This is an optimization exercise on Yosys and OpenROAD, whose aim is small area, a short achievable clock period and few clock cycles per item, not a production implementation. The RTL was checked by simulation tests, not by an equivalence proof against the original design. Power figures rest on the tool's default switching activity, not on a simulated workload.

==> flow/config.mk <==
export PLATFORM = sky130hd
export DESIGN_NAME = rng90_codec
export DESIGN_NICKNAME = rng90_codec
export VERILOG_FILES = /design/flow/design.v
export SDC_FILE = /design/flow/constraint.sdc
export NUM_CORES = 4
export LEC_CHECK = 0
export ABC_CLOCK_PERIOD_IN_PS = 2400
export CAP_MARGIN = 20
export CORE_MARGIN = 2
export CORE_UTILIZATION = 55
export PLACE_DENSITY = 0.72
export SETUP_SLACK_MARGIN = 3.1
export SLEW_MARGIN = 20
==> flow/constraint.sdc <==
create_clock -name core_clock -period 5.5 [get_ports {clk}]
set_input_delay 1.1000 -clock core_clock [delete_from_list [all_inputs] [get_ports {clk}]]
set_output_delay 1.1000 -clock core_clock [all_outputs]
set_load 0.01 [all_outputs]
==> flow/design.v <==
module rng90_crc_step (
    input  wire [15:0] crc_in,
    input  wire [7:0]  data,
    output wire [15:0] crc_out
);
    reg [15:0] c;
    integer i;
    always @* begin
        c = crc_in;
        for (i = 0; i < 8; i = i + 1) begin
            if (data[i] ^ c[15])
                c = {c[14:0], 1'b0} ^ 16'h8005;
            else
                c = {c[14:0], 1'b0};
        end
    end
    assign crc_out = c;
endmodule
module rng90_framer (
    input  wire        clk,
    input  wire        rst,
    input  wire        cmd_valid,
    output wire        cmd_ready,
    input  wire [7:0]  cmd_opcode,
    input  wire [7:0]  cmd_param1,
    input  wire [15:0] cmd_param2,
    input  wire [7:0]  cmd_len,
    input  wire        din_valid,
    output wire        din_ready,
    input  wire [7:0]  din_data,
    output wire        tx_valid,
    input  wire        tx_ready,
    output wire [7:0]  tx_data,
    output wire        tx_last
);
    localparam integer P_SEL  = 0,
                       P_CNT  = 1,
                       P_OP   = 2,
                       P_P1   = 3,
                       P_P2L  = 4,
                       P_P2H  = 5,
                       P_DATA = 6,
                       P_CRCL = 7,
                       P_CRCH = 8;
    reg [8:0]  ps;
    reg [7:0]  left;         
    reg        cmd_rdy, din_rdy;
    reg [15:0] crc;          
    reg        lp_cov;       
    reg        tx_v, tx_l;
    reg [7:0]  tx_d;
    reg        sk_v;         
    reg [7:0]  sk_d;
    assign cmd_ready = cmd_rdy;
    assign din_ready = din_rdy;
    assign tx_valid  = tx_v;
    assign tx_data   = tx_d;
    assign tx_last   = tx_l;
    wire pop = tx_v && tx_ready;
    wire [7:0]  lpb = sk_v ? sk_d : tx_d;
    wire [15:0] crc_next;
    rng90_crc_step u_crc (
        .crc_in (crc),
        .data   (lpb),
        .crc_out(crc_next)
    );
    wire [15:0] crc_now = lp_cov ? crc_next : crc;
    wire [7:0] cnt_b  = left + 8'd7;
    wire       push_r = (ps[P_SEL] && cmd_valid) || ps[P_CNT] ||
                        ((ps[P_OP] || ps[P_P1] || ps[P_P2L]) && cmd_valid) ||
                        (cmd_valid && cmd_rdy) || (din_valid && din_rdy) ||
                        ps[P_CRCL] || ps[P_CRCH];
    wire       push   = push_r && !sk_v;
    wire [7:0] pd     = ({8{ps[P_SEL]}}  & 8'h03) |
                        ({8{ps[P_CNT]}}  & cnt_b) |
                        ({8{ps[P_OP]}}   & cmd_opcode) |
                        ({8{ps[P_P1]}}   & cmd_param1) |
                        ({8{ps[P_P2L]}}  & cmd_param2[7:0]) |
                        ({8{ps[P_P2H]}}  & cmd_param2[15:8]) |
                        ({8{ps[P_DATA]}} & din_data) |
                        ({8{ps[P_CRCL]}} & crc_now[7:0]) |
                        ({8{ps[P_CRCH]}} & crc[15:8]);
    wire       p_cov  = |ps[P_DATA:P_CNT];
    wire       p_last = ps[P_CRCH];
    wire       l_zero = (left == 8'd0);
    wire       l_one  = (left == 8'd1);
    wire [8:0] ps_adv = {ps[P_CRCL],
                         (ps[P_P2H] && l_zero) || (ps[P_DATA] && l_one),
                         (ps[P_P2H] && !l_zero) || (ps[P_DATA] && !l_one),
                         ps[P_P2L], ps[P_P1], ps[P_OP], ps[P_CNT], ps[P_SEL],
                         ps[P_CRCH]};
    wire [8:0] ps_n   = push ? ps_adv : ps;
    wire head_free = !tx_v || pop;
    wire sk_v_n    = head_free ? (sk_v && push) : (sk_v || push);
    always @(posedge clk) begin
        if (head_free) begin
            tx_d <= sk_v ? sk_d : pd;
            tx_l <= sk_v ? ps[P_SEL] : p_last;
        end
        if (push && !(head_free && !sk_v))
            sk_d <= pd;
        if (push && ps[P_SEL])
            left <= cmd_len;
        else if (push && ps[P_DATA])
            left <= left - 8'd1;
    end
    always @(posedge clk) begin
        if (rst) begin
            ps      <= 9'd1;
            cmd_rdy <= 1'b0;
            din_rdy <= 1'b0;
            crc     <= 16'h0000;
            lp_cov  <= 1'b0;
            tx_v    <= 1'b0;
            sk_v    <= 1'b0;
        end else begin
            ps      <= ps_n;
            cmd_rdy <= ps_n[P_P2H] && !sk_v_n;
            din_rdy <= ps_n[P_DATA] && !sk_v_n;
            if (push && ps[P_SEL])
                crc <= 16'h0000;
            else if (lp_cov)
                crc <= crc_next;
            lp_cov  <= push && p_cov;
            if (head_free)
                tx_v <= sk_v || push;
            sk_v    <= sk_v_n;
        end
    end
endmodule
module rng90_validator (
    input  wire       clk,
    input  wire       rst,
    input  wire       rsp_valid,
    output wire       rsp_ready,
    input  wire [5:0] rsp_cap,
    input  wire       rx_valid,
    output wire       rx_ready,
    input  wire [7:0] rx_data,
    output wire       res_valid,
    input  wire       res_ready,
    output wire       res_ok,
    output wire [7:0] res_count,
    output wire       pl_valid,
    input  wire       pl_ready,
    output wire [7:0] pl_data,
    output wire       pl_last
);
    localparam integer DEPTH = 32;
    reg        q_v;
    reg  [5:0] q_cap;
    reg        rsp_rdy;
    reg        r_act;        
    reg  [7:0] rc;           
    reg  [5:0] cc;           
    reg        rx_rdy;
    reg        b_v, b_first, b_last, b_pay;
    reg  [7:0] b_d;
    reg  [7:0] cnt;
    reg [15:0] crc;
    reg        lo_ok;
    reg  [8:0] mem [0:DEPTH-1];
    reg  [5:0] wptr, cptr, rptr;
    reg        o_v, o_ok, s_v, s_ok;
    reg  [7:0] o_cnt, s_cnt;
    reg        p_v, p_l;
    reg  [7:0] p_d;
    assign rsp_ready = rsp_rdy;
    assign rx_ready  = rx_rdy;
    assign res_valid = o_v;
    assign res_ok    = o_ok;
    assign res_count = o_cnt;
    assign pl_valid  = p_v;
    assign pl_data   = p_d;
    assign pl_last   = p_l;
    wire rsp_fire = rsp_valid && rsp_rdy;
    wire rx_fire  = rx_valid && rx_rdy;
    wire first    = !r_act;
    wire a_last  = first ? ((rx_data[7:1] == 7'd0) || (q_cap == 6'd1))
                         : ((rc == 8'd2) || (cc == 6'd2));
    wire n_cov   = (rc[7:2] != 6'd0);            
    wire a_pay   = !first && n_cov && (cc[5:2] != 4'd0);
    wire       r_act_n = rx_fire ? !a_last : r_act;
    wire       q_v_n   = rsp_fire || (q_v && !(rx_fire && first));
    wire b_cov   = b_first || (rc[7:2] != 6'd0) || (rc == 8'd3);
    wire b_lo    = !b_first && (rc == 8'd2);
    wire b_hi    = !b_first && (rc == 8'd1);
    wire b_plast = !b_first && (rc == 8'd3);
    wire [15:0] crc_next;
    rng90_crc_step u_crc (
        .crc_in (crc),
        .data   (b_d),
        .crc_out(crc_next)
    );
    wire ok     = b_hi && lo_ok && (b_d == crc[15:8]);
    wire push   = b_v && b_last;
    wire wr     = b_v && b_pay;
    wire commit = push && ok;
    wire p_pop  = ((rptr != cptr) || (commit && (wptr != cptr))) && (!p_v || pl_ready);
    wire o_pop = !o_v || res_ready;
    reg        occ29, occ30, occ31;
    wire       a_pay2 = first || ((rc > 8'd4) && (cc > 6'd4));
    wire       nxt_pay = rx_fire ? a_pay2 : a_pay;
    wire       fp     = rx_fire && a_pay;
    wire       a1     = wr || fp || nxt_pay;
    wire       a2     = (wr && fp) || (wr && nxt_pay) || (fp && nxt_pay);
    wire       a3     = wr && fp && nxt_pay;
    wire       p_room = occ29 ||
                        (occ30 && (!a3 || p_pop)) ||
                        (occ31 && (!a2 || (p_pop && !a3))) ||
                        (!a1 || (p_pop && !a2));
    wire       lk     = rx_fire && a_last;
    wire       r_room = !s_v && !(o_v && push) && !(o_v && lk) && !(push && lk);
    wire       rewind = push && !ok;
    wire [5:0] wptr_n = rewind ? cptr : (wptr + {5'd0, wr});
    wire [5:0] rptr_n = rptr + {5'd0, p_pop};
    wire [5:0] occ_a  = wptr - rptr + {5'd0, wr};
    wire [5:0] occ_b  = cptr - rptr;
    wire       a_le29 = !occ_a[5] && (occ_a[4:0] <= 5'd29);
    wire       a_30   = (occ_a == 6'd30);
    wire       a_31   = (occ_a == 6'd31);
    wire       a_32   = (occ_a == 6'd32);
    wire       b_le29 = !occ_b[5] && (occ_b[4:0] <= 5'd29);
    wire       b_30   = (occ_b == 6'd30);
    wire       b_31   = (occ_b == 6'd31);
    wire       b_32   = (occ_b == 6'd32);
    wire       x_le29 = rewind ? b_le29 : a_le29;
    wire       x_30   = rewind ? b_30   : a_30;
    wire       x_31   = rewind ? b_31   : a_31;
    wire       x_32   = rewind ? b_32   : a_32;
    wire       n_le29 = x_le29 || (p_pop && x_30);
    wire       n_30   = p_pop ? x_31 : x_30;
    wire       n_31   = p_pop ? x_32 : x_31;
    always @(posedge clk) begin
        if (rsp_fire)
            q_cap <= rsp_cap;
        if (rx_fire) begin
            rc      <= first ? rx_data : rc - 8'd1;
            cc      <= first ? q_cap   : cc - 6'd1;
            b_d     <= rx_data;
            b_first <= first;
            b_last  <= a_last;
            b_pay   <= a_pay;
        end
        if (b_v) begin
            if (b_first) cnt <= b_d;
            if (b_first)
                lo_ok <= 1'b0;
            else if (b_lo)
                lo_ok <= (b_d == crc[7:0]);
        end
        if (wr)
            mem[wptr[4:0]] <= {b_plast, b_d};
        if (p_pop) begin
            p_d <= mem[rptr[4:0]][7:0];
            p_l <= mem[rptr[4:0]][8];
        end
        if (o_pop) begin
            if (s_v) begin
                o_ok  <= s_ok;
                o_cnt <= s_cnt;
            end else begin
                o_ok  <= ok;
                o_cnt <= cnt;
            end
        end
        if (push && (s_v || !o_pop)) begin
            s_ok  <= ok;
            s_cnt <= cnt;
        end
    end
    always @(posedge clk) begin
        if (rst) begin
            q_v     <= 1'b0;
            rsp_rdy <= 1'b0;
            r_act   <= 1'b0;
            rx_rdy  <= 1'b0;
            b_v     <= 1'b0;
            crc     <= 16'h0000;
            wptr    <= 6'd0;
            cptr    <= 6'd0;
            rptr    <= 6'd0;
            occ29   <= 1'b1;
            occ30   <= 1'b0;
            occ31   <= 1'b0;
            o_v     <= 1'b0;
            s_v     <= 1'b0;
            p_v     <= 1'b0;
        end else begin
            q_v     <= q_v_n;
            rsp_rdy <= !q_v_n;
            r_act   <= r_act_n;
            rx_rdy  <= (r_act_n || q_v_n) && p_room && r_room;
            b_v     <= rx_fire;
            if (b_v && b_last)
                crc <= 16'h0000;
            else if (b_v && b_cov)
                crc <= crc_next;
            if (commit)
                cptr <= wptr + {5'd0, wr};
            wptr  <= wptr_n;
            rptr  <= rptr_n;
            occ29 <= n_le29;
            occ30 <= n_30;
            occ31 <= n_31;
            if (p_pop)
                p_v <= 1'b1;
            else if (pl_ready)
                p_v <= 1'b0;
            if (o_pop) begin
                o_v <= s_v || push;
                s_v <= s_v && push;
            end else if (push)
                s_v <= 1'b1;
        end
    end
endmodule
module rng90_codec (
    input  wire        clk,
    input  wire        rst,
    input  wire        cmd_valid,
    output wire        cmd_ready,
    input  wire [7:0]  cmd_opcode,
    input  wire [7:0]  cmd_param1,
    input  wire [15:0] cmd_param2,
    input  wire [7:0]  cmd_len,
    input  wire        din_valid,
    output wire        din_ready,
    input  wire [7:0]  din_data,
    output wire        tx_valid,
    input  wire        tx_ready,
    output wire [7:0]  tx_data,
    output wire        tx_last,
    input  wire        rsp_valid,
    output wire        rsp_ready,
    input  wire [5:0]  rsp_cap,
    input  wire        rx_valid,
    output wire        rx_ready,
    input  wire [7:0]  rx_data,
    output wire        res_valid,
    input  wire        res_ready,
    output wire        res_ok,
    output wire [7:0]  res_count,
    output wire        pl_valid,
    input  wire        pl_ready,
    output wire [7:0]  pl_data,
    output wire        pl_last
);
    rng90_framer u_framer (
        .clk       (clk),
        .rst       (rst),
        .cmd_valid (cmd_valid),
        .cmd_ready (cmd_ready),
        .cmd_opcode(cmd_opcode),
        .cmd_param1(cmd_param1),
        .cmd_param2(cmd_param2),
        .cmd_len   (cmd_len),
        .din_valid (din_valid),
        .din_ready (din_ready),
        .din_data  (din_data),
        .tx_valid  (tx_valid),
        .tx_ready  (tx_ready),
        .tx_data   (tx_data),
        .tx_last   (tx_last)
    );
    rng90_validator u_validator (
        .clk      (clk),
        .rst      (rst),
        .rsp_valid(rsp_valid),
        .rsp_ready(rsp_ready),
        .rsp_cap  (rsp_cap),
        .rx_valid (rx_valid),
        .rx_ready (rx_ready),
        .rx_data  (rx_data),
        .res_valid(res_valid),
        .res_ready(res_ready),
        .res_ok   (res_ok),
        .res_count(res_count),
        .pl_valid (pl_valid),
        .pl_ready (pl_ready),
        .pl_data  (pl_data),
        .pl_last  (pl_last)
    );
endmodule
==> flow/flow/run.sh <==
#!/bin/bash
# The standard layout, with plain buffers on the ports (instead of the delay
# cells buffer_ports picks by default), resizing not tied to footprints, and
# a flatter clock tree (larger sink clusters, no dummy loads).
set -euo pipefail
bash standard.sh \
  "BUFFER_PORTS_ARGS=-buffer_cell sky130_fd_sc_hd__buf_2" \
  MATCH_CELL_FOOTPRINT=0 \
  "CTS_ARGS=-sink_clustering_enable -repair_clock_nets -sink_clustering_size 24 -sink_clustering_max_diameter 80 -dont_use_dummy_load" \
  finish > flow_make.log 2>&1
==> flow/standard.sh <==
#!/bin/bash
# synth_recipe.tcl (not shown) runs the flow's synth.tcl, then flattens the netlist and writes it again
# the make line also repeats each setting of config.mk as NAME=value (left out here)
make -C /OpenROAD-flow-scripts/flow DESIGN_CONFIG=/design/flow/config.mk WORK_HOME=/design/flow/orfs CLKGATE_MAP_FILE= SYNTH_SCRIPT=/design/flow/synth_recipe.tcl "${@:-finish}"
==> impl_results.md, run 1 <==
- Seq/Total Area, Yosys: 66.6%
- # rows: 68
- First-pass detailed-route iteration total: 5
- Ports: 105
- Initial core utilization: 56.0%
- Inst Count DP: 1770
- Least-Margin Pin Slew: 1070 ps
- Post-Route WL: 43.1 mm
- Share of the synthesized area in the top cell type: 58.8%
- Placer Congestion: 0.854
- Layout cells sized above 1: 28.3%
- Power density cells: 297 nW/µm²
- CTS clk-pin slew, worst paths: 100 ps
- Largest net degree at the start of global routing: 75
- Final Cycle Share: 53.9%
- DPL Wire Length: 26.6 mm
- Critical path arrival: 3390 ps
- Antenna violations before repair: 1
- Vias in the first global route: 11000
- DR vias: 11100
- GRT Residual Overflow: 0
- DR WL/cell: 23.4 µm
- Distinct cells, synth: 56
- CTS tree: done
- Number of flops mapped to enable cells by yosys: 380
- Post-synth top area cell: edfxtp_1
- Pleak: 7.23 nW
- Worst Hold Class: flip-flop to flip-flop
- Top FF cell, synth: edfxtp_1
- Highest-delay cell along the critical path: or4_4
- Die area: 36800 µm²
- CP peak stage delay: 550 ps
- CP Launch Type: flip-flop
- Setup_tns: 0 ps
- H-tree Lvls: 1
- Drt initial violations: 1048
- Final setup fails: 0
- Slew margin rel.: 28.4%
- Ys async rst share: 0%
- Clk latency of the worst-skew pair: 550 ps
- Ant. Diodes: 0
- Nets: 1493
- CTS max path bufs: 3
- Minimum clock period: 2960 ps
- Syn Area/Cell: 15.5 µm²
- Critical Path Most Common Cell: or4_4
- Setup crit end kind: flip-flop
- Core Region: 34600 µm²
- Routed Antenna Nets: 0
- Syn_nets: 1357
- R2r setup slk: 2540 ps
- CTS root buf: clkbuf_16
- Data required time of the critical path: 5920 ps
- Mapped Area: 19400 µm²
- CTS Buf Count: 23
- FF+latch count, synth: 455
- Clk sinks: 455
- Post-synthesis cell count: 1255
- CP Max Fanout: 2
- Area Overhead vs Synth: 13.0%
- Crit-path cells: or4_4 > or4_4 > or4_4 > nor3_4 > o21ba_4 > ha_4 > ha_4 > nand3_2 > xnor2_1 > nor2_1
- Max frequency: 337 MHz
- Max-Cap Viols: 0
- Die width: 192 µm
- Ys Warns: 3
- Status: complete, no violations
- All-Layer GR Usage: 23.6%
- Largest cells by area after synthesis: edfxtp_1 (59%), mux4_2 (10%), dfxtp_1 (7.7%)
- Non-Filler Instances: 1844
- Die Y: 192 µm
- First-pass GRT wire length: 64.6 mm
- Setup CP Type: flip-flop to flip-flop
- Slew Viols, Final: 0
- Final hold violations: 0
- RSZ-0062 raised after global routing: yes
- Worst Skew: 55.9 ps
- Drc violations: 0
- Port bufs: 104
- Worst IR Drop VDD: 0.247 mV
- Vias per inst: 6.04
==> final cells by class <==
class,count,area (µm²)
timing repair buffer,169,1150
sequential,455,12900
fill,2504,12700
multi-input combinational,713,6560
inverter,29,124
tap,455,569
clock buffer,23,576
==> path summary, 6_finish.rpt <==
check / to / start / cells after the start
min: u_validator.s_cnt[2]$_DFFE_PP_ / u_validator.cnt[2]$_DFFE_PP_ / 0
max: u_validator.rptr[4]$_SDFF_PP0_ / u_validator.rc[3]$_DFFE_PP_ / 10
max reg2reg: u_validator.rptr[4]$_SDFF_PP0_ / u_validator.rc[3]$_DFFE_PP_ / 10
min reg2reg: u_validator.s_cnt[2]$_DFFE_PP_ / u_validator.cnt[2]$_DFFE_PP_ / 0
==> routing by layer <==
metal / part of all wire (%) / track usage, %
met5: 0 / 0
met4: 2.5 / 5.95
met3: 6.0 / 2.28
met2: 49 / 38.9
met1: 42 / 34.2
==> Yosys cell counts (3+ instances only) <==
cell type,n
nand2b_1,5
and3_1,8
nand2_1,78
a21oi_1,55
a221o_1,7
nor3_1,16
nor2_1,124
nor2b_1,7
nand3b_1,3
or4_1,3
and2_1,5
nor3b_1,3
buf_1,14
or3_1,7
mux2i_1,30
a22oi_1,20
o21ai_0,14
nand3_1,22
a21o_1,3
a221oi_1,3
ha_1,29
a211oi_1,14
xor2_1,19
xnor2_1,84
mux2_2,19
clkbuf_1,42
edfxtp_1,380
dfxtp_1,75
nor4_1,10
mux4_2,90
nand4_1,7
inv_1,26
==> state kept, by name, indices dropped and copies added, names as in the netlist, 6 cells and up <==
| register | count |
|---|---|
| u_framer.crc | 16 |
| u_validator.p_d | 8 |
| u_validator.cnt | 8 |
| u_framer.left | 8 |
| u_validator.crc | 16 |
| u_framer.ps | 9 |
| u_validator.wptr | 6 |
| u_framer.tx_d | 8 |
| u_validator.cc | 6 |
| u_validator.q_cap | 6 |
| u_framer.sk_d | 8 |
| u_validator.cptr | 6 |
| u_validator.s_cnt | 8 |
| u_validator.mem | 288 |
| u_validator.rc | 8 |
| u_validator.rptr | 6 |
| u_validator.b_d | 8 |
| u_validator.o_cnt | 8 |
==> timing repair <==
item                                    in CTS  in global routing
pin swaps                                   13                 21
hold endpoints to repair                     0                  0
resized for setup                           48                 75
endpoints found under the setup margin     187                277
hold buffers                                 0                  0
buffers inserted                            35                 15
cloned                                       0                  1
==> critical path: cells and delay by family (launching register included) <==
family,cells,cell delay (ps)
AOI/OAI and AO/OA,1,210
adders and majority gates,2,320
DFF,1,400
xor gates and xnor gates,1,170
and+or+nand+nor,6,1760
==> placed cells by master, fill, tap and decap left out, types with 11 or more instances in the layout <==
master and count:
a211oi_1 13, xnor2_1 76, buf_2 103, mux2_2 17, dfxtp_1 69, nand2_1 75, nor3_1 15, buf_6 18
mux4_2 90, o21ai_0 11, nand3_1 19, a22oi_1 20, mux2i_1 26, a21oi_1 51, nor2_2 28, edfxtp_1 380
buf_4 39, clkbuf_16 23, nor2_1 89, inv_1 24, xor2_1 19, ha_1 27
==> per-stage QoR <==
stage	total power, mW	setup WS, ps	hold WS [ps]	utilization, %	area (µm²)
CTS	6.49	2580	457	62.0	21500
global placement	4.75	2230	430	59.1	20500
detailed placement	4.76	2190	439	59.1	20500
global route	6.72	2470	466	63.3	21900
finish	6.50	2540	451	63.3	21900
floorplan	4.52	2390	422	-	19500
==> kinds of logic after synthesis <==
family	synth area share, %
muxes	13.1
DFF	66.6
and+or+nand+nor	7.41
buffers and inverters	1.74
adders and majority gates	2.18
AOI/OAI and AO/OA	4.21
xor gates and xnor gates	4.77
==> power breakdown <==
part / total, mW / internal (mW) / leakage (nW) / switching [mW]
Clock: 1.74 / 0.748 / 0.283 / 0.996
Sequential: 3.94 / 3.85 / 4.07 / 0.0850
Combinational: 0.824 / 0.374 / 2.88 / 0.450
Testbench counts, summed over its fixed seeds: cycles 38,851, items 2,080.
==> inputs of run 2 (changes only) <==
--- a/flow/design.v
+++ b/flow/design.v
@@ -155,5 +155,5 @@
     reg  [5:0] cc;           
     reg        rx_rdy;
-    reg        b_v, b_first, b_last, b_pay;
+    reg        b_v, b_first, b_last, b_pay, b_hi, b_hm;
     reg  [7:0] b_d;
     reg  [7:0] cnt;
@@ -185,5 +185,4 @@
     wire b_cov   = b_first || (rc[7:2] != 6'd0) || (rc == 8'd3);
     wire b_lo    = !b_first && (rc == 8'd2);
-    wire b_hi    = !b_first && (rc == 8'd1);
     wire b_plast = !b_first && (rc == 8'd3);
     wire [15:0] crc_next;
@@ -193,9 +192,13 @@
         .crc_out(crc_next)
     );
-    wire ok     = b_hi && lo_ok && (b_d == crc[15:8]);
+    wire ok     = b_hi && lo_ok && b_hm;
     wire push   = b_v && b_last;
     wire wr     = b_v && b_pay;
     wire commit = push && ok;
-    wire p_pop  = ((rptr != cptr) || (commit && (wptr != cptr))) && (!p_v || pl_ready);
+    reg  cav;                
+    wire p_pop  = (cav || (commit && (wptr != cptr))) && (!p_v || pl_ready);
+    wire [5:0] rptr_1 = rptr + 6'd1;
+    wire cav_n  = commit ? (p_pop ? (rptr_1 != wptr) : (rptr != wptr))
+                         : (p_pop ? (rptr_1 != cptr) : cav);
     wire o_pop = !o_v || res_ready;
     reg        occ29, occ30, occ31;
@@ -214,5 +217,5 @@
     wire       rewind = push && !ok;
     wire [5:0] wptr_n = rewind ? cptr : (wptr + {5'd0, wr});
-    wire [5:0] rptr_n = rptr + {5'd0, p_pop};
+    wire [5:0] rptr_n = p_pop ? rptr_1 : rptr;
     wire [5:0] occ_a  = wptr - rptr + {5'd0, wr};
     wire [5:0] occ_b  = cptr - rptr;
@@ -242,4 +245,6 @@
             b_last  <= a_last;
             b_pay   <= a_pay;
+            b_hi    <= !first && (rc == 8'd2);
+            b_hm    <= (rx_data == crc[15:8]);
         end
         if (b_v) begin
@@ -282,4 +287,5 @@
             rptr    <= 6'd0;
             occ29   <= 1'b1;
+            cav     <= 1'b0;
             occ30   <= 1'b0;
             occ31   <= 1'b0;
@@ -301,4 +307,5 @@
             wptr  <= wptr_n;
             rptr  <= rptr_n;
+            cav   <= cav_n;
             occ29 <= n_le29;
             occ30 <= n_30;
==> run 2 against run 1 <==
Total power is 7.1% higher. Critical endpoint is now u_framer.tx_d[0]$_DFFE_PN_. Fmax grew 14%. Clock-buffer cell count increased by 1. Wire length up 5.3%. Clock skew decreased by 5.3 ps. Flip-flop and latch count rose by 3. Synthesized cell count up 5.2%. First-iteration DRC count increased by 19%. Non-clock buffer count increased by 2. Combinational power is 43% higher. Cell count rose by 3.6%.
==> impl_results.md, run 2 <==
- Number of flops mapped to enable cells by yosys: 382 (was 380)
- Commonest non-fill, non-tap cell in the layout: edfxtp_1 (unchanged)
- Most frequent cells in the layout: edfxtp_1 (382), nor2_1 (105), buf_2 (104) (was edfxtp_1 (380), buf_2 (103), mux4_2 (90))
- Placer Congestion: 0.882 (was 0.854)
- GRT Residual Overflow: 0 (unchanged)
- Post-synth top area cell: edfxtp_1 (unchanged)
- Post-Route WL: 45.4 mm (was 43.1 mm)
- Count leader, synth: edfxtp_1 (unchanged)
- # rows: 69 (was 68)
- All-Layer GR Usage: 23.6% (about the same)
- Setup CP Type: flip-flop to flip-flop (unchanged)
- Adder-Cell Fraction of Synth Area: 1.95% (was 2.18%)
- Hold wc startpoint: u_validator.cnt[7]$_DFFE_PP_ (was u_validator.cnt[2]$_DFFE_PP_)
- Critical path arrival: 2900 ps (was 3390 ps)
- Worst Skew: 50.6 ps (was 55.9 ps)
- Reg2reg start: u_framer.sk_v$_SDFF_PP0_ (was u_validator.rc[3]$_DFFE_PP_)
- CP bufs+invs: 2 (was 0)
- CTS root buf: clkbuf_16 (unchanged)
- Die area: 37700 µm² (was 36800 µm²)
- Die width: 194 µm (was 192 µm)
- Syn Area/Cell: 15.1 µm² (was 15.5 µm²)
- Power density cells: 310 nW/µm² (was 297 nW/µm²)
- Core Region: 35600 µm² (was 34600 µm²)
- Most crowded layer after global routing: met2 (unchanged)
- First-pass detailed-route iteration total: 5 (unchanged)
- Routed Antenna Nets: 0 (unchanged)
- Largest net degree at the start of global routing: 52 (was 75)
- DR vias: 11800 (was 11100)
- Clk latency of the worst-skew pair: 560 ps (was 550 ps)
- Antenna violations before repair: 0 (was 1)
- Clk sinks: 458 (was 455)
- FF+latch count, synth: 458 (was 455)
- Mux contribution to synthesized area: 12.5% (was 13.1%)
- Max frequency: 385 MHz (was 337 MHz)
- Max reg flops: 288 (unchanged)
- XOR/XNOR share of the synthesized area: 5.30% (was 4.77%)
- Dpl cell area: 20900 µm² (was 20500 µm²)
- Distinct cells, synth: 66 (was 56)
- Port bufs: 104 (unchanged)
- Setup_tns: 0 ps (unchanged)
- Drt initial violations: 1248 (was 1048)
- Worst Hold Class: flip-flop to flip-flop (unchanged)
- Layout cells sized above 1: 28.6% (was 28.3%)
- Post-synthesis compound-gate area fraction: 5.47% (was 4.21%)
- Final setup fails: 0 (unchanged)
- Post-synthesis cell count: 1320 (was 1255)
- Share of the synthesized area in the top cell type: 57.7% (was 58.8%)
- Minimum clock period: 2600 ps (was 2960 ps)
- Ys Warns: 3 (unchanged)
- Initial core utilization: 55.9% (was 56.0%)
- First-pass GRT wire length: 68.3 mm (was 64.6 mm)
- M3 GR Usage: 2.84% (was 2.28%)
- CTS clk-pin slew, worst paths: 90 ps (was 100 ps)
- CTS tree: done (unchanged)
- Critical Path Most Common Cell: xnor2_1 (was or4_4)
- CTS Buf Count: 24 (was 23)
- DPL Wire Length: 28.1 mm (was 26.6 mm)
- CP Launch Type: flip-flop (unchanged)
- Nets: 1551 (was 1493)
- Ys async rst share: 0% (unchanged)
- GR Layer Usage met2: 37.4% (was 38.9%)
- CP Max Fanout: 5 (was 2)
- Worst IR Drop VDD: 0.317 mV (was 0.247 mV)
- Max-Cap Viols: 0 (unchanged)
- Data required time of the critical path: 5810 ps (was 5920 ps)
- Final Cycle Share: 47.2% (was 53.9%)
- Synth Area in Simple Gates: 7.22% (was 7.41%)
- Fin area: 22500 µm² (was 21900 µm²)
- Top FF cell, synth: edfxtp_1 (unchanged)
- GRT met1 Usage: 35.5% (was 34.2%)
- CP peak stage delay: 390 ps (was 550 ps)
- Largest family of logic cells by synthesized area: multiplexers (unchanged)
- Vias in the first global route: 11500 (was 11000)
- Ant. Diodes: 0 (unchanged)
- Area Overhead vs Synth: 13.1% (was 13.0%)
- Status: complete, no violations (unchanged)
- Least-Margin Pin Slew: 1030 ps (was 1070 ps)
- Crit-path leading delay family: XOR/XNOR gates (was simple AND/OR/NAND/NOR gates)
- DR WL/cell: 23.8 µm (was 23.4 µm)
- Mapped Area: 19900 µm² (was 19400 µm²)
- Vias per inst: 6.16 (was 6.04)
- Largest cells by area after synthesis: edfxtp_1 (58%), mux4_2 (10%), dfxtp_1 (7.7%) (was edfxtp_1 (59%), mux4_2 (10%), dfxtp_1 (7.7%))
- Slew margin rel.: 31.1% (was 28.4%)
- RSZ-0062 raised after global routing: yes (unchanged)
- Most frequent cells after synthesis: edfxtp_1 (382), nor2_1 (130), mux4_2 (90), nand2_1 (89), xnor2_1 (84) (was edfxtp_1 (380), nor2_1 (124), mux4_2 (90), xnor2_1 (84), nand2_1 (78))
- Syn_nets: 1420 (was 1357)
- Critical Path Source: u_framer.sk_v$_SDFF_PP0_ (was u_validator.rc[3]$_DFFE_PP_)
- Pleak: 7.42 nW (was 7.23 nW)
- Die Y: 194 µm (was 192 µm)
- Drc violations: 0 (unchanged)
- Ports: 105 (unchanged)
- CTS max path bufs: 3 (unchanged)
- Crit-path cells: buf_8 > buf_4 > mux2i_1 > xnor2_1 > xnor2_1 > xnor3_2 > xnor2_2 > a211oi_1 > nand4b_4 > mux2_4 (was or4_4 > or4_4 > or4_4 > nor3_4 > o21ba_4 > ha_4 > ha_4 > nand3_2 > xnor2_1 > nor2_1)
- Seq/Total Area, Yosys: 65.4% (was 66.6%)
- Worst hold slack: 426 ps (was 451 ps)
- Cts hold-fix bufs: 0 (unchanged)
- Setup crit end kind: flip-flop (unchanged)
- Highest-delay cell along the critical path: dfxtp_4 (was or4_4)
- Final hold violations: 0 (unchanged)
- Slew Viols, Final: 0 (unchanged)
- H-tree Lvls: 1 (unchanged)
## run 2: changes by cell type after synthesis, moves of 5 or more
cell,delta
nor2b_1,+5
mux2i_1,-6
xor2_1,+9
inv_1,+5
buf_2,+10
a211oi_1,+9
nand2_1,+11
nor2_1,+6
## run 2: area by class of cell
cell class                      instances  area, µm²
Timing Repair Buffer                  171       1150
Timing Repair inverter                  1       5.00
Clock buffer                           24        601
Multi-Input combinational cell        762       6990
Tap cell                              461        577
Fill cell                            2596      13100
Inverter                               33        139
Sequential cell                       458      13000
## run 2: final timing paths
| kind | to | slack (ps) | cells after the start |
|---|---|---|---|
| worst min-delay path | u_validator.s_cnt[7]$_DFFE_PP_ | 430 | 0 |
| worst min register to register | u_validator.s_cnt[7]$_DFFE_PP_ | 430 | 0 |
| worst max-delay path | u_framer.tx_d[0]$_DFFE_PN_ | 2900 | 10 |
| worst max register to register | u_framer.tx_d[0]$_DFFE_PN_ | 2900 | 10 |
## run 2: per-stage QoR
step	power (mW)	worst slack (ps)	utilization (%)	instances
after floorplan	4.68	3040	-	1320
after global placement	4.89	2330	58.8	1833
after detailed placement	4.90	2290	58.8	1833
after CTS	6.78	2940	62.1	1899
after global routing	7.19	2830	63.2	1910
final	6.97	2900	63.2	1910
## run 2: worst reg2reg max path: cells and delay by family, from the launching register on
family          cells  cell delay (ps)
flops               1              390
buf+inv             2              250
simple gates        1              220
compound gates      1              100
mux                 2              470
xor+xnor            4              920
## run 2: kinds of logic (layout without fill, tap and decap cells)
kind of cell / after synthesis / after routing
and+or+nand+nor: 318 / 318
adders and majority gates: 30 / 30
xor gates and xnor gates: 116 / 116
muxes: 133 / 133
AOI/OAI and AO/OA: 163 / 165
buffers and inverters: 102 / 229
DFF: 458 / 458
## run 2: report_power, final
group	internal (mW)	total (mW)	switching (mW)
Clock	0.778	1.80	1.02
Sequential	3.87	3.99	0.124
Combinational	0.621	1.18	0.556
Total	5.26	6.97	1.70
## run 2: what timing repair did
action | in CTS | in global routing
buffers inserted | 40 | 9
gates cloned | 2 | 2
gates resized for setup | 66 | 61
setup endpoints to repair | 221 | 233
pin swaps | 28 | 16
## run 2: routing by layer
layer | wire (µm) | share of wire (%)
met5 | 0 | 0
met4 | 783 | 1.7
met3 | 3220 | 7.1
met2 | 21900 | 48
met1 | 19400 | 43
Testbench counts of run 2, summed over its fixed seeds: cycles 38,851, items 2,080.
==> inputs of run 3 (changes only) <==
==> flow/config.mk (replaced) <==
export PLATFORM = sky130hd
export DESIGN_NAME = rng90_codec
export DESIGN_NICKNAME = rng90_codec
export VERILOG_FILES = /design/flow/design.v
export SDC_FILE = /design/flow/constraint.sdc
export NUM_CORES = 4
export LEC_CHECK = 0
export ABC_CLOCK_PERIOD_IN_PS = 2300
export CAP_MARGIN = 20
export CORE_MARGIN = 2
export CORE_UTILIZATION = 65
export PLACE_DENSITY = 0.8
export SETUP_SLACK_MARGIN = 3.2
export SLEW_MARGIN = 20
==> run 3 against run 2 <==
Clock-buffer cell count fell by 1. Worst setup slack got worse by 120 ps. Area after synthesis did not move. Clock power shrank 2%. Global-route usage up 6.1 points. Combinational power is 5% higher. Synthesized cell count stayed put. Critical path depth shrank 1. First-iteration DRC count is 13% higher. Highest routed layer unchanged.
==> impl_results.md, run 3 <==
- Adder-Cell Fraction of Synth Area: 1.95% (unchanged)
- DPL Wire Length: 28.2 mm (was 28.1 mm)
- Area Overhead vs Synth: 13.4% (was 13.1%)
- Clk latency of the worst-skew pair: 580 ps (was 560 ps)
- Syn_nets: 1420 (unchanged)
- Share of the synthesized area in the top cell type: 57.7% (unchanged)
- CTS max path bufs: 3 (unchanged)
- Mapped Area: 19900 µm² (unchanged)
- Largest cells by area after synthesis: edfxtp_1 (58%), mux4_2 (10%), dfxtp_1 (7.7%) (unchanged)
- Post-synth top area cell: edfxtp_1 (unchanged)
- Max reg flops: 288 (unchanged)
- RSZ-0062 raised after global routing: yes (unchanged)
- Setup_tns: 0 ps (unchanged)
- Most crowded layer after global routing: met2 (unchanged)
- Top FF cell, synth: edfxtp_1 (unchanged)
- CTS tree: done (unchanged)
- Fin area: 22500 µm² (about the same)
- Placer Congestion: 0.845 (was 0.882)
- All-Layer GR Usage: 29.7% (was 23.6%)
- Die Y: 179 µm (was 194 µm)
- Post-synthesis compound-gate area fraction: 5.47% (unchanged)
- Ports: 105 (unchanged)
- Total power draw: 6.99 mW (was 6.97 mW)
- GRT Residual Overflow: 0 (unchanged)
- Power density cells: 310 nW/µm² (about the same)
- Slew Viols, Final: 0 (unchanged)
- Initial core utilization: 65.5% (was 55.9%)
- Commonest non-fill, non-tap cell in the layout: edfxtp_1 (unchanged)
- Worst Skew: 88.2 ps (was 50.6 ps)
- WHS Endpoint: u_validator.s_cnt[2]$_DFFE_PP_ (was u_validator.s_cnt[7]$_DFFE_PP_)
- Most frequent cells in the layout: edfxtp_1 (382), buf_2 (100), nor2_1 (95) (was edfxtp_1 (382), nor2_1 (105), buf_2 (104))
- Pleak: 7.46 nW (was 7.42 nW)
- GR Layer Usage met2: 46.9% (was 37.4%)
- Ant. Diodes: 0 (unchanged)
- XOR/XNOR share of the synthesized area: 5.30% (unchanged)
- Drt initial violations: 1411 (was 1248)
- Number of flops mapped to enable cells by yosys: 382 (unchanged)
- H-tree Lvls: 1 (unchanged)
- Post-Route WL: 47.5 mm (was 45.4 mm)
- Port bufs: 104 (unchanged)
- Vias per inst: 6.64 (was 6.16)
- RR Endpoint: u_framer.tx_d[1]$_DFFE_PN_ (was u_framer.tx_d[0]$_DFFE_PN_)
- Critical path arrival: 3000 ps (was 2900 ps)
- Die width: 179 µm (was 194 µm)
- Reg2reg path depth: 9 (was 10)
- Count leader, synth: edfxtp_1 (unchanged)
- Minimum clock period: 2710 ps (was 2600 ps)
- Layout cells sized above 1: 30.5% (was 28.6%)
- Die area: 32000 µm² (was 37700 µm²)
- Post-synthesis cell count: 1320 (unchanged)
- Final hold violations: 0 (unchanged)
- Hold wc startpoint: u_validator.cnt[2]$_DFFE_PP_ (was u_validator.cnt[7]$_DFFE_PP_)
- Synth Area in Simple Gates: 7.22% (unchanged)
- R2r setup slk: 2790 ps (was 2900 ps)
- Seq/Total Area, Yosys: 65.4% (unchanged)
- DR WL/cell: 25.8 µm (was 23.8 µm)
- Non-Filler Instances: 1840 (was 1910)
- Worst IR Drop VDD: 0.249 mV (was 0.317 mV)
- CP Max Fanout: 4 (was 5)
- FF+latch count, synth: 458 (unchanged)
- Nets: 1546 (was 1551)
- Fillers: 1724 (was 2596)
- Syn Area/Cell: 15.1 µm² (unchanged)
- WHS Path Cells: 0 (unchanged)
- Ys async rst share: 0% (unchanged)
- Reg2reg start: u_framer.sk_v$_SDFF_PP0_ (unchanged)
- Least-Margin Pin Slew: 993 ps (was 1030 ps)
- Vias in the first global route: 11700 (was 11500)
- First-pass detailed-route iteration total: 5 (unchanged)
- DR vias: 12200 (was 11800)
- Inst Count DP: 1766 (was 1833)
- CTS Buf Count: 23 (was 24)
- CP Launch Type: flip-flop (unchanged)
- Mux contribution to synthesized area: 12.5% (unchanged)
- Antenna violations before repair: 0 (unchanged)
- Core Region: 30300 µm² (was 35600 µm²)
- Max-Cap Viols: 0 (unchanged)
- Final setup fails: 0 (unchanged)
- Setup crit end kind: flip-flop (unchanged)
- CTS clk-pin slew, worst paths: 100 ps (was 90 ps)
- Largest family of logic cells by synthesized area: multiplexers (unchanged)
- Drc violations: 0 (unchanged)
- Status: complete, no violations (unchanged)
- GRT met1 Usage: 44.0% (was 35.5%)
- Dpl cell area: 20800 µm² (was 20900 µm²)
- Largest net degree at the start of global routing: 46 (was 52)
- Clk sinks: 458 (unchanged)
- Setup CP Type: flip-flop to flip-flop (unchanged)
- Final Cycle Share: 49.4% (was 47.2%)
- Max frequency: 368 MHz (was 385 MHz)
- Slew margin rel.: 33.7% (was 31.1%)
- Most frequent cells after synthesis: edfxtp_1 (382), nor2_1 (130), mux4_2 (90), nand2_1 (89), xnor2_1 (84) (unchanged)
- Data required time of the critical path: 5780 ps (was 5810 ps)
- Routed Antenna Nets: 0 (unchanged)
- Distinct cells, synth: 66 (unchanged)
- Worst Hold Class: flip-flop to flip-flop (unchanged)
- Ys Warns: 3 (unchanged)
- CTS root buf: clkbuf_16 (unchanged)
- # rows: 64 (was 69)
- M3 GR Usage: 4.37% (was 2.84%)
- First-pass GRT wire length: 70.0 mm (was 68.3 mm)
[run 3: cell types whose count changed in the layout (fill, tap and decap cells not counted), sizes merged]
cell / previous run / this run
buf: 170 / 166
clkbuf: 25 / 24
o31a: 4 / 6
a211oi: 26 / 24
[run 3: power breakdown]
group,internal [mW],switching (mW)
Clock,0.748,1.01
Combinational,0.659,0.582
Sequential,3.86,0.129
[run 3: worst max path at each step]
stage | depth (start not counted) | to | start | slack (ps)
floorplan | 13 | u_validator.occ31$_SDFF_PP0_ | u_validator.rptr[1]$_SDFFE_PP0P_ | 3040
CTS | 9 | u_framer.tx_d[0]$_DFFE_PN_ | u_framer.sk_v$_SDFF_PP0_ | 2840
global placement | 9 | u_validator.occ30$_SDFF_PP0_ | u_validator.rptr[2]$_SDFFE_PP0P_ | 2170
global route | 9 | u_framer.tx_d[1]$_DFFE_PN_ | u_framer.sk_v$_SDFF_PP0_ | 2710
finish | 9 | u_framer.tx_d[1]$_DFFE_PN_ | u_framer.sk_v$_SDFF_PP0_ | 2790
detailed placement | 9 | u_validator.occ30$_SDFF_PP0_ | u_validator.rptr[2]$_SDFFE_PP0P_ | 2040
[run 3: through the flow]
step | setup WS [ps] | hold WS (ps) | util (%)
after detailed placement | 2040 | 440 | 68.7
after floorplan | 3040 | 422 | -
after global placement | 2170 | 440 | 68.6
after CTS | 2840 | 461 | 73.0
after global routing | 2710 | 480 | 74.2
final | 2790 | 452 | 74.2
[run 3: kinds of logic after synthesis]
family,Yosys count
XOR/XNOR,116
AO/OA/AOI/OAI,163
buffers and inverters,102
AND/OR/NAND/NOR,318
adder cells (fa/ha/maj),30
flip-flops,458
multiplexers,133
[run 3: cell type report]
type,instances,area [µm²],share of cell area [%]
Sequential cell,458,13000,57.9
Timing Repair Buffer,167,1130,5.03
Clock buffer,23,576,2.55
Timing Repair inverter,1,5.00,0.0222
Multi-Input combinational cell,762,7140,31.7
Tap cell,396,495,2.20
Inverter,33,139,0.616
[run 3: critical path: stages (launching register included)]
cell     delay, ps
dfxtp_4        410
buf_6          150
mux2i_4        270
xnor2_2        120
xnor2_2        260
xnor3_2        450
xnor2_1        160
mux2i_1        190
o21ai_1        140
mux2_2         280
[run 3: metal layers]
| metal | wire length, µm | up-vias |
|---|---|---|
| met1 | 18700 | 6116 |
| met2 | 22800 | 741 |
| li1 | - | 5239 |
| met3 | 4470 | 113 |
| met4 | 1530 | 0 |
| met5 | 0 | - |
[run 3: what timing repair did]
| action | CTS | global route |
|---|---|---|
| setup buffers | 35 | 13 |
| setup endpoints to repair | 342 | 139 |
| pin swaps | 22 | 29 |
| gates resized for setup | 114 | 55 |
| hold endpoints to repair | 0 | 0 |
| gates cloned | 3 | 0 |
| hold buffers | 0 | 0 |
==> inputs of run 4 (changes only) <==
--- a/flow/design.v
+++ b/flow/design.v
@@ -47,8 +47,7 @@
     reg        cmd_rdy, din_rdy;
     reg [15:0] crc;          
-    reg        lp_cov;       
-    reg        tx_v, tx_l;
+    reg        tx_v, tx_l, tx_cov;
     reg [7:0]  tx_d;
-    reg        sk_v;         
+    reg        sk_v, sk_cov;  
     reg [7:0]  sk_d;
     assign cmd_ready = cmd_rdy;
@@ -58,12 +57,11 @@
     assign tx_last   = tx_l;
     wire pop = tx_v && tx_ready;
-    wire [7:0]  lpb = sk_v ? sk_d : tx_d;
-    wire [15:0] crc_next;
+    wire [15:0] crc_full;    
     rng90_crc_step u_crc (
         .crc_in (crc),
-        .data   (lpb),
-        .crc_out(crc_next)
+        .data   (tx_d),
+        .crc_out(crc_full)
     );
-    wire [15:0] crc_now = lp_cov ? crc_next : crc;
+    wire [15:0] crc_now = (tx_v && tx_cov) ? crc_full : crc;
     wire [7:0] cnt_b  = left + 8'd7;
     wire       push_r = (ps[P_SEL] && cmd_valid) || ps[P_CNT] ||
@@ -80,5 +78,5 @@
                         ({8{ps[P_DATA]}} & din_data) |
                         ({8{ps[P_CRCL]}} & crc_now[7:0]) |
-                        ({8{ps[P_CRCH]}} & crc[15:8]);
+                        ({8{ps[P_CRCH]}} & crc_now[15:8]);
     wire       p_cov  = |ps[P_DATA:P_CNT];
     wire       p_last = ps[P_CRCH];
@@ -96,8 +94,11 @@
         if (head_free) begin
             tx_d <= sk_v ? sk_d : pd;
-            tx_l <= sk_v ? ps[P_SEL] : p_last;
+            tx_l   <= sk_v ? ps[P_SEL] : p_last;
+            tx_cov <= sk_v ? sk_cov : p_cov;
+        end
+        if (push && !(head_free && !sk_v)) begin
+            sk_d   <= pd;
+            sk_cov <= p_cov;
         end
-        if (push && !(head_free && !sk_v))
-            sk_d <= pd;
         if (push && ps[P_SEL])
             left <= cmd_len;
@@ -111,5 +112,4 @@
             din_rdy <= 1'b0;
             crc     <= 16'h0000;
-            lp_cov  <= 1'b0;
             tx_v    <= 1'b0;
             sk_v    <= 1'b0;
@@ -118,9 +118,6 @@
             cmd_rdy <= ps_n[P_P2H] && !sk_v_n;
             din_rdy <= ps_n[P_DATA] && !sk_v_n;
-            if (push && ps[P_SEL])
-                crc <= 16'h0000;
-            else if (lp_cov)
-                crc <= crc_next;
-            lp_cov  <= push && p_cov;
+            if (pop)
+                crc <= tx_l ? 16'h0000 : crc_now;
             if (head_free)
                 tx_v <= sk_v || push;
@@ -218,18 +215,15 @@
     wire [5:0] wptr_n = rewind ? cptr : (wptr + {5'd0, wr});
     wire [5:0] rptr_n = p_pop ? rptr_1 : rptr;
-    wire [5:0] occ_a  = wptr - rptr + {5'd0, wr};
-    wire [5:0] occ_b  = cptr - rptr;
-    wire       a_le29 = !occ_a[5] && (occ_a[4:0] <= 5'd29);
-    wire       a_30   = (occ_a == 6'd30);
-    wire       a_31   = (occ_a == 6'd31);
-    wire       a_32   = (occ_a == 6'd32);
-    wire       b_le29 = !occ_b[5] && (occ_b[4:0] <= 5'd29);
-    wire       b_30   = (occ_b == 6'd30);
-    wire       b_31   = (occ_b == 6'd31);
-    wire       b_32   = (occ_b == 6'd32);
-    wire       x_le29 = rewind ? b_le29 : a_le29;
-    wire       x_30   = rewind ? b_30   : a_30;
-    wire       x_31   = rewind ? b_31   : a_31;
-    wire       x_32   = rewind ? b_32   : a_32;
+    reg  [5:0] occ;
+    wire [5:0] occ_n  = rewind ? (cptr - rptr_n) : (occ + {5'd0, wr} - {5'd0, p_pop});
+    wire       o_le28 = !occ[5] && (occ[4:0] <= 5'd28);
+    wire       o_29   = (occ == 6'd29);
+    wire       o_30   = (occ == 6'd30);
+    wire       o_31   = (occ == 6'd31);
+    wire       o_32   = (occ == 6'd32);
+    wire       x_le29 = o_le28 || (o_29 && !wr);
+    wire       x_30   = wr ? o_29 : o_30;
+    wire       x_31   = wr ? o_30 : o_31;
+    wire       x_32   = wr ? o_31 : o_32;
     wire       n_le29 = x_le29 || (p_pop && x_30);
     wire       n_30   = p_pop ? x_31 : x_30;
@@ -288,4 +282,5 @@
             occ29   <= 1'b1;
             cav     <= 1'b0;
+            occ     <= 6'd0;
             occ30   <= 1'b0;
             occ31   <= 1'b0;
@@ -308,4 +303,5 @@
             rptr  <= rptr_n;
             cav   <= cav_n;
+            occ   <= occ_n;
             occ29 <= n_le29;
             occ30 <= n_30;
==> flow/config.mk (replaced) <==
export PLATFORM = sky130hd
export DESIGN_NAME = rng90_codec
export DESIGN_NICKNAME = rng90_codec
export VERILOG_FILES = /design/flow/design.v
export SDC_FILE = /design/flow/constraint.sdc
export NUM_CORES = 4
export LEC_CHECK = 0
export ABC_CLOCK_PERIOD_IN_PS = 2400
export CAP_MARGIN = 20
export CORE_MARGIN = 2
export CORE_UTILIZATION = 55
export PLACE_DENSITY = 0.72
export SETUP_SLACK_MARGIN = 3.1
export SLEW_MARGIN = 20
==> run 4 against run 3 <==
Cell count increased by 9.9%. Fmax decreased by 4.7%. Die area increased by 19%. Area after synthesis increased by 1.5%. Combinational power decreased by 54%. First-iteration DRC count decreased by 21%. Clock skew decreased by 33 ps. Highest routed layer unchanged. Wire length decreased by 5.2%. Largest power group unchanged. Clock power increased by 2%.
==> impl_results.md, run 4 <==
- CP peak stage delay: 360 ps (was 450 ps)
- Setup crit end kind: flip-flop (unchanged)
- Clk sinks: 465 (was 458)
- Worst Hold Class: flip-flop to flip-flop (unchanged)
- CTS tree: done (unchanged)
- CTS root buf: clkbuf_16 (unchanged)
- Most frequent cells in the layout: edfxtp_1 (384), nor2_1 (107), buf_2 (104) (was edfxtp_1 (382), buf_2 (100), nor2_1 (95))
- Post-synthesis cell count: 1437 (was 1320)
- Worst Skew: 55.4 ps (was 88.2 ps)
- Fin area: 22800 µm² (was 22500 µm²)
- Ys Warns: 3 (unchanged)
- Vias per inst: 6.17 (was 6.64)
- Mapped Area: 20200 µm² (was 19900 µm²)
- Slew margin rel.: 35.2% (was 33.7%)
- Setup_tns: 0 ps (unchanged)
- Register area: 13200 µm² (was 13000 µm²)
- Ports: 105 (unchanged)
- Worst hold slack: 458 ps (was 452 ps)
- Worst IR Drop VDD: 0.268 mV (was 0.249 mV)
- Final hold violations: 0 (unchanged)
- Max-Cap Viols: 0 (unchanged)
- Setup CP Type: flip-flop to flip-flop (unchanged)
- Placer Congestion: 0.866 (was 0.845)
- Largest net degree at the start of global routing: 67 (was 46)
- Critical Path Most Common Cell: nor2_1 (was xnor2_2)
- Die Y: 195 µm (was 179 µm)
- H-tree Lvls: 1 (unchanged)
- Layout cells sized above 1: 23.9% (was 30.5%)
- CTS clk-pin slew, worst paths: 90 ps (was 100 ps)
- Switching share of power: 22.1% (was 24.6%)
- Minimum clock period: 2850 ps (was 2710 ps)
- Drc violations: 0 (unchanged)
- Post-Route WL: 45.0 mm (was 47.5 mm)
- First-pass GRT wire length: 69.4 mm (was 70.0 mm)
- Clock power frac: 28.6% (was 25.1%)
- Syn Area/Cell: 14.0 µm² (was 15.1 µm²)
- First-pass detailed-route iteration total: 5 (unchanged)
- Final Cycle Share: 51.8% (was 49.4%)
- All-Layer GR Usage: 23.4% (was 29.7%)
- RSZ-0062 raised after global routing: yes (unchanged)
- Data required time of the critical path: 5890 ps (was 5780 ps)
- Status: complete, no violations (unchanged)
- GR Layer Usage met2: 39.1% (was 46.9%)
- Utilization after layout: 62.7% (was 74.2%)
- Most crowded layer after global routing: met2 (unchanged)
- Final setup fails: 0 (unchanged)
- Ant. Diodes: 0 (unchanged)
- Max reg flops: 288 (unchanged)
- M3 GR Usage: 3.14% (was 4.37%)
- GRT Residual Overflow: 0 (unchanged)
- Area of the multi-input gates: 7210 µm² (was 7140 µm²)
- Distinct cells, synth: 59 (was 66)
- Port bufs: 104 (unchanged)
- DR WL/cell: 22.3 µm (was 25.8 µm)
- Antenna violations before repair: 0 (unchanged)
- Pleak: 7.45 nW (was 7.46 nW)
- CTS Buf Count: 24 (was 23)
- Largest cells by area after synthesis: edfxtp_1 (57%), dfxtp_1 (8.0%), mux2i_1 (4.1%) (was edfxtp_1 (58%), mux4_2 (10%), dfxtp_1 (7.7%))
- Top FF cell, synth: edfxtp_1 (unchanged)
- Count leader, synth: edfxtp_1 (unchanged)
- Vias in the first global route: 12300 (was 11700)
- Seq pwr share: 62.4% (was 57.1%)
- Commonest non-fill, non-tap cell in the layout: edfxtp_1 (unchanged)
- FF+latch count, synth: 465 (was 458)
- Least-Margin Pin Slew: 969 ps (was 993 ps)
- GRT met1 Usage: 33.0% (was 44.0%)
- Initial core utilization: 55.5% (was 65.5%)
- NetSw: 1.39 mW (was 1.72 mW)
- CP Launch Type: flip-flop (unchanged)
- # rows: 70 (was 64)
- Internal: 4.91 mW (was 5.27 mW)
- Seq/Total Area, Yosys: 65.2% (was 65.4%)
- Clk latency of the worst-skew pair: 570 ps (was 580 ps)
- Slew Viols, Final: 0 (unchanged)
- Power density cells: 277 nW/µm² (was 310 nW/µm²)
- Share of the synthesized area in the top cell type: 57.2% (was 57.7%)
- Post-synth top area cell: edfxtp_1 (unchanged)
- Drt initial violations: 1113 (was 1411)
- Combinational Power Share: 9.0% (was 17.8%)
- DPL Wire Length: 27.9 mm (was 28.2 mm)
- CP bufs+invs: 3 (was 1)
- Ys async rst share: 0% (unchanged)
- Crit-path cells: xor2_2 > nor4_4 > buf_4 > a221oi_4 > buf_12 > xor2_2 > ha_2 > inv_2 > fa_2 > a21oi_2 > nor2_1 > nor2_1 > xor2_1 > nor2_1 > a21oi_1 > nor2_1 (was buf_6 > mux2i_4 > xnor2_2 > xnor2_2 > xnor3_2 > xnor2_1 > mux2i_1 > o21ai_1 > mux2_2)
- Number of flops mapped to enable cells by yosys: 384 (was 382)
- Critical path arrival: 3240 ps (was 3000 ps)
- Die area: 38200 µm² (was 32000 µm²)
- Max frequency: 351 MHz (was 368 MHz)
- Dpl cell area: 21300 µm² (was 20800 µm²)
- Syn_nets: 1538 (was 1420)
- Highest-delay cell along the critical path: dfxtp_4 (was xnor3_2)
- CP Max Fanout: 7 (was 4)
- Routed Antenna Nets: 0 (unchanged)
- Die width: 195 µm (was 179 µm)
- Cts hold-fix bufs: 0 (unchanged)
- CTS max path bufs: 3 (unchanged)
- Fillers: 2651 (was 1724)
- Crit-path leading delay family: compound AO/OA/AOI/OAI gates (was XOR/XNOR gates)
- Nets: 1657 (was 1546)
- Most frequent cells after synthesis: edfxtp_1 (384), nor2_1 (140), nand2_1 (91), mux2i_1 (83), dfxtp_1 (81) (was edfxtp_1 (382), nor2_1 (130), mux4_2 (90), nand2_1 (89), xnor2_1 (84))
- DR vias: 12500 (was 12200)
- Area Overhead vs Synth: 13.1% (was 13.4%)
- Core Region: 36300 µm² (was 30300 µm²)
## run 4: changes by cell type in the layout (fill, tap and decap cells not counted), sizes merged, moves of 6 or more
cell    before  now
o22ai        2   18
a21oi       55   70
xnor2       87   81
a222oi       0    8
mux4        90   36
a21o         2   12
o221ai       0   36
mux2        19   27
mux2i       24   83
nor2       130  140
## run 4: final cells by class
| cell class | count | area share (%) |
|---|---|---|
| inverter | 28 | 0.527 |
| timing repair buffer | 166 | 4.70 |
| sequential | 465 | 57.9 |
| tap | 468 | 2.57 |
| multi-input combinational | 871 | 31.6 |
| clock buffer | 24 | 2.64 |
## run 4: what timing repair did
item                                   4_1_cts  5_1_grt
cloned                                       1        0
gates resized for setup                     72       53
setup endpoints to repair                  321      232
pin swaps                                   20       16
buffers inserted                            31       13
endpoints found under the hold margin        0        0
## run 4: power groups by stage
stage          registers (mW)  clock network (mW)  logic [mW]
2_1_floorplan            4.00                   0       0.360
4_1_cts                  3.93                1.83       0.534
3_5_place_dp             4.02                   0       0.496
6_report                 3.93                1.80       0.569
3_3_place_gp             4.01                   0       0.486
5_1_grt                  3.94                1.93       0.622
## run 4: stage by stage
step / std cells / total power [mW] / setup WS (ps)
2_1_floorplan: 1437 / 4.36 / 2230
5_1_grt: 2022 / 6.50 / 2450
3_5_place_dp: 1952 / 4.51 / 1600
3_3_place_gp: 1952 / 4.50 / 1680
6_report: 2022 / 6.30 / 2650
4_1_cts: 2008 / 6.29 / 2660
## run 4: logic make-up after synthesis
kind of cell | share of synthesized area (%)
buffers and inverters | 1.96
AND/OR/NAND/NOR | 7.16
XOR/XNOR | 5.45
AO/OA/AOI/OAI | 8.60
multiplexers | 9.65
flip-flops | 65.2
adder cells (fa/ha/maj) | 1.94
## run 4: per-layer routing
| metal | routed length (µm) | vias to the layer above |
|---|---|---|
| met4 | 850 | 0 |
| met5 | 0 | - |
| met3 | 3300 | 60 |
| met2 | 22000 | 508 |
| li1 | - | 5669 |
| met1 | 18900 | 6230 |
## run 4: worst paths after layout
check / from / end / slack [ps] / cells past startpoint
hold / removal: u_validator.cnt[0]$_DFFE_PP_ / u_validator.s_cnt[0]$_DFFE_PP_ / 460 / 0
hold reg to reg: u_validator.cnt[0]$_DFFE_PP_ / u_validator.s_cnt[0]$_DFFE_PP_ / 460 / 0
setup reg to reg: u_validator.cptr[1]$_SDFFE_PP0P_ / u_validator.occ[4]$_SDFF_PP0_ / 2650 / 16
setup / recovery: u_validator.cptr[1]$_SDFFE_PP0P_ / u_validator.occ[4]$_SDFF_PP0_ / 2650 / 16
Testbench counts of run 4, summed over its fixed seeds: cycles 38,863, items 2,080.
==> inputs of run 5 (changes only) <==
--- a/flow/config.mk
+++ b/flow/config.mk
@@ -11,4 +11,4 @@
 export CORE_UTILIZATION = 55
 export PLACE_DENSITY = 0.72
-export SETUP_SLACK_MARGIN = 3.1
+export SETUP_SLACK_MARGIN = 3.25
 export SLEW_MARGIN = 20
==> run 5 against run 4 <==
Fmax grew 0.15%. Sequential power is essentially flat. Die area is the same. Non-clock buffer count is 3 higher. Sequential share of layout area down 0.90 points. Design area rose by 1.6%. Cell count increased by 0.15%. Global-route usage rose by 0.60 points. Total power up 0.55%. Combinational power rose by 8.8%. Clock power about the same. Worst setup slack better by 4.2 ps. Critical path type unchanged. Largest cell class unchanged. Largest power group unchanged.
==> impl_results.md, run 5 <==
- Number of flops mapped to enable cells by yosys: 384 (unchanged)
- Reg2reg start: u_validator.cptr[0]$_SDFFE_PP0P_ (was u_validator.cptr[1]$_SDFFE_PP0P_)
- Crit-path cells: xor2_4 > nor3_2 > a221oi_4 > buf_12 > mux2i_4 > ha_4 > a21o_1 > a21oi_2 > o21bai_1 > a21oi_1 > xnor3_1 > o21a_1 (was xor2_2 > nor4_4 > buf_4 > a221oi_4 > buf_12 > xor2_2 > ha_2 > inv_2 > fa_2 > a21oi_2 > nor2_1 > nor2_1 > xor2_1 > nor2_1 > a21oi_1 > nor2_1)
- Final setup fails: 0 (unchanged)
- Ant. Diodes: 0 (unchanged)
- Pleak: 7.51 nW (was 7.45 nW)
- Hold wc startpoint: u_validator.cnt[1]$_DFFE_PP_ (was u_validator.cnt[0]$_DFFE_PP_)
- Fillers: 2661 (was 2651)
- Final setup margin: 2660 ps (was 2650 ps)
- Max reg flops: 288 (unchanged)
- Placer Congestion: 0.877 (was 0.866)
- Post-Route WL: 46.1 mm (was 45.0 mm)
- Register area: 13200 µm² (about the same)
- Most frequent cells in the layout: edfxtp_1 (384), nor2_1 (105), buf_2 (100) (was edfxtp_1 (384), nor2_1 (107), buf_2 (104))
- Port bufs: 104 (unchanged)
- All-Layer GR Usage: 24.0% (was 23.4%)
- Status: complete, no violations (unchanged)
- Clk sinks: 465 (unchanged)
- Drc violations: 0 (unchanged)
- Setup crit end kind: flip-flop (unchanged)
- First-pass detailed-route iteration total: 5 (unchanged)
- Data required time of the critical path: 5940 ps (was 5890 ps)
- Max frequency: 352 MHz (was 351 MHz)
- Final Cycle Share: 51.7% (was 51.8%)
- NetSw: 1.42 mW (was 1.39 mW)
- Minimum clock period: 2840 ps (was 2850 ps)
- Post-synth top area cell: edfxtp_1 (unchanged)
- Crit-path leading delay family: compound AO/OA/AOI/OAI gates (unchanged)
- Area Overhead vs Synth: 14.9% (was 13.1%)
- GRT Residual Overflow: 0 (unchanged)
- Post-synthesis cell count: 1437 (unchanged)
- CTS clk-pin slew, worst paths: 100 ps (was 90 ps)
- Worst Hold Class: flip-flop to flip-flop (unchanged)
- First-pass GRT wire length: 70.6 mm (was 69.4 mm)
- Vias in the first global route: 12400 (was 12300)
- CTS Buf Count: 23 (was 24)
- Most frequent cells after synthesis: edfxtp_1 (384), nor2_1 (140), nand2_1 (91), mux2i_1 (83), dfxtp_1 (81) (unchanged)
- Ports: 105 (unchanged)
- Clk latency of the worst-skew pair: 570 ps (about the same)
- Worst IR Drop VDD: 0.327 mV (was 0.268 mV)
- Antenna violations before repair: 0 (unchanged)
- Commonest non-fill, non-tap cell in the layout: edfxtp_1 (unchanged)
- WHS Endpoint: u_validator.s_cnt[1]$_DFFE_PP_ (was u_validator.s_cnt[0]$_DFFE_PP_)
- Count leader, synth: edfxtp_1 (unchanged)
- Die width: 195 µm (unchanged)
- Slew Viols, Final: 0 (unchanged)
- Least-Margin Pin Slew: 942 ps (was 969 ps)
- Distinct cells, synth: 59 (unchanged)
- Setup CP Type: flip-flop to flip-flop (unchanged)
- Core Region: 36300 µm² (unchanged)
- Critical Path Source: u_validator.cptr[0]$_SDFFE_PP0P_ (was u_validator.cptr[1]$_SDFFE_PP0P_)
- Layout cells sized above 1: 25.7% (was 23.9%)
- Highest-delay cell along the critical path: dfxtp_2 (was dfxtp_4)
- Critical path arrival: 3280 ps (was 3240 ps)
- Clock power frac: 28.1% (was 28.6%)
- Setup_tns: 0 ps (unchanged)
- R2r setup slk: 2660 ps (was 2650 ps)
- Vias per inst: 6.13 (was 6.17)
- Largest net degree at the start of global routing: 67 (unchanged)
- Seq pwr share: 62.1% (was 62.4%)
- Final hold violations: 0 (unchanged)
- Area of the multi-input gates: 7450 µm² (was 7210 µm²)
- Ys async rst share: 0% (unchanged)
- Worst Skew: 57.1 ps (was 55.4 ps)
- Internal: 4.92 mW (was 4.91 mW)
- Combinational Power Share: 9.8% (was 9.0%)
- Syn_nets: 1538 (unchanged)
- Reg2reg path depth: 12 (was 16)
- Die Y: 195 µm (unchanged)
- WHS Path Cells: 0 (unchanged)
- H-tree Lvls: 1 (unchanged)
- CTS root buf: clkbuf_16 (unchanged)
- Pre-CTS WS: 1620 ps (was 1600 ps)
- RR Endpoint: u_validator.occ[5]$_SDFF_PP0_ (was u_validator.occ[4]$_SDFF_PP0_)
- Non-Filler Instances: 2025 (was 2022)
- CP Launch Type: flip-flop (unchanged)
- Routed Antenna Nets: 0 (unchanged)
- Nets: 1660 (was 1657)
- Largest cells by area after synthesis: edfxtp_1 (57%), dfxtp_1 (8.0%), mux2i_1 (4.1%) (unchanged)
- Drt initial violations: 1134 (was 1113)
- CP bufs+invs: 1 (was 3)
- Power density cells: 274 nW/µm² (was 277 nW/µm²)
- Cts hold-fix bufs: 0 (unchanged)
- FF+latch count, synth: 465 (unchanged)
- CP Max Fanout: 8 (was 7)
- # rows: 70 (unchanged)
- Share of the synthesized area in the top cell type: 57.2% (unchanged)
- RSZ-0062 raised after global routing: yes (unchanged)
- Inst Count DP: 1951 (was 1952)
- Max-Cap Viols: 0 (unchanged)
- CTS max path bufs: 3 (unchanged)
- Seq/Total Area, Yosys: 65.2% (unchanged)
- Mapped Area: 20200 µm² (unchanged)
- Slew margin rel.: 36.9% (was 35.2%)
- Switching share of power: 22.5% (was 22.1%)
- Ys Warns: 3 (unchanged)
- Die area: 38200 µm² (unchanged)
- CTS tree: done (unchanged)
- DPL Wire Length: 28.2 mm (was 27.9 mm)
- Top FF cell, synth: edfxtp_1 (unchanged)
- DR WL/cell: 22.8 µm (was 22.3 µm)
- CP peak stage delay: 410 ps (was 360 ps)
- Syn Area/Cell: 14.0 µm² (unchanged)
- DR vias: 12400 (was 12500)
- Initial core utilization: 55.5% (unchanged)
## run 5: area by class of cell
cell class	instances	area share [%]
Timing Repair Buffer	169	5.22
Multi-Input combinational cell	871	32.2
Timing Repair inverter	1	0.0216
Inverter	28	0.535
Clock buffer	23	2.49
Tap cell	468	2.53
Sequential cell	465	57.0
## run 5: worst max-delay path by stage
| stage | end | cells after the start |
|---|---|---|
| floorplan | u_validator.occ[4]$_SDFF_PP0_ | 14 |
| global placement | u_validator.occ[5]$_SDFF_PP0_ | 10 |
| detailed placement | u_validator.occ[5]$_SDFF_PP0_ | 10 |
| CTS | u_validator.occ[4]$_SDFF_PP0_ | 15 |
| global route | u_validator.occ[5]$_SDFF_PP0_ | 12 |
| finish | u_validator.occ[5]$_SDFF_PP0_ | 12 |
## run 5: cell families after synthesis
group | share of synthesized area (%)
AO/OA/AOI/OAI | 8.60
XOR/XNOR | 5.45
adder cells (fa/ha/maj) | 1.94
buffers and inverters | 1.96
flip-flops | 65.2
multiplexers | 9.65
AND/OR/NAND/NOR | 7.16
## run 5: worst reg2reg max path, delay by kind of cell, from the launching register on
family	cells	cell delay (ps)
AO/OA/AOI/OAI	6	1070
XOR/XNOR	2	430
flip-flops	1	410
multiplexers	1	300
adder cells (fa/ha/maj)	1	240
buffers and inverters	1	180
AND/OR/NAND/NOR	1	90
## run 5: through the flow
stage / total power [mW] / hold WS (ps) / util (%) / cell area, µm²
final: 6.34 / 455 / 63.7 / 23200
after global routing: 6.55 / 458 / 63.7 / 23200
after CTS: 6.29 / 453 / 62.5 / 22700
after detailed placement: 4.52 / 432 / 58.7 / 21300
after global placement: 4.51 / 435 / 58.7 / 21300
after floorplan: 4.37 / 422 / - / 20400
## run 5: what timing repair did
item | CTS | global route
buffers inserted | 31 | 17
endpoints found under the setup margin | 378 | 126
gates resized for setup | 119 | 56
pin swaps | 26 | 22
cloned | 2 | 1
## run 5: power groups by stage
stage / logic, mW / registers (mW) / clock network, mW
detailed placement: 0.507 / 4.01 / 0
global placement: 0.498 / 4.01 / 0
CTS: 0.552 / 3.93 / 1.81
global route: 0.678 / 3.95 / 1.92
floorplan: 0.368 / 4.00 / 0
finish: 0.619 / 3.93 / 1.78
## run 5: metal layers
metal  track usage (%)  vias to the layer above  share of wire, %
li1                  -                     5670                 -
met1              33.3                     6185                43
met2              40.6                      495                49
met3              2.64                       64               6.3
met4              6.16                        0               2.3
met5                 0                        -                 0

-- what the ideal ports hide --
Ports are ideal in the flow. The routed layouts listed here were re-timed in OpenROAD. Step 1 assumes that a clkbuf_16 drives the clock port and a buf_2 every other input. Step 2 adds t to the input delays and takes it off the output delays; t is the mean of the earliest and latest rising clock arrival at the registers after step 1. Input paths then give back, and output paths get back, about the clock's delay inside the block. a / b / c = ideal / step 1 / step 2; a / b = the first two.
run	t, ns	setup slack, ns	worst slew at a driven data input, ns	cell pins on the clock port's net
run 1	0.578	2.537 / 2.537 / 2.443	0.05	1
run 2	0.582	2.905 / 2.905 / 2.752	0.03	1
run 3	0.585	2.786 / 2.786 / 2.786	0.04	1
run 4	0.596	2.653 / 2.653 / 2.109	0.03	1
run 5	0.597	2.657 / 2.657 / 2.094	0.05	1
After both steps every run listed still meets setup and hold. For run 5, which loses most, drivers alone change the setup slack by 0.000 ns; drivers and shift together by -0.563 ns.
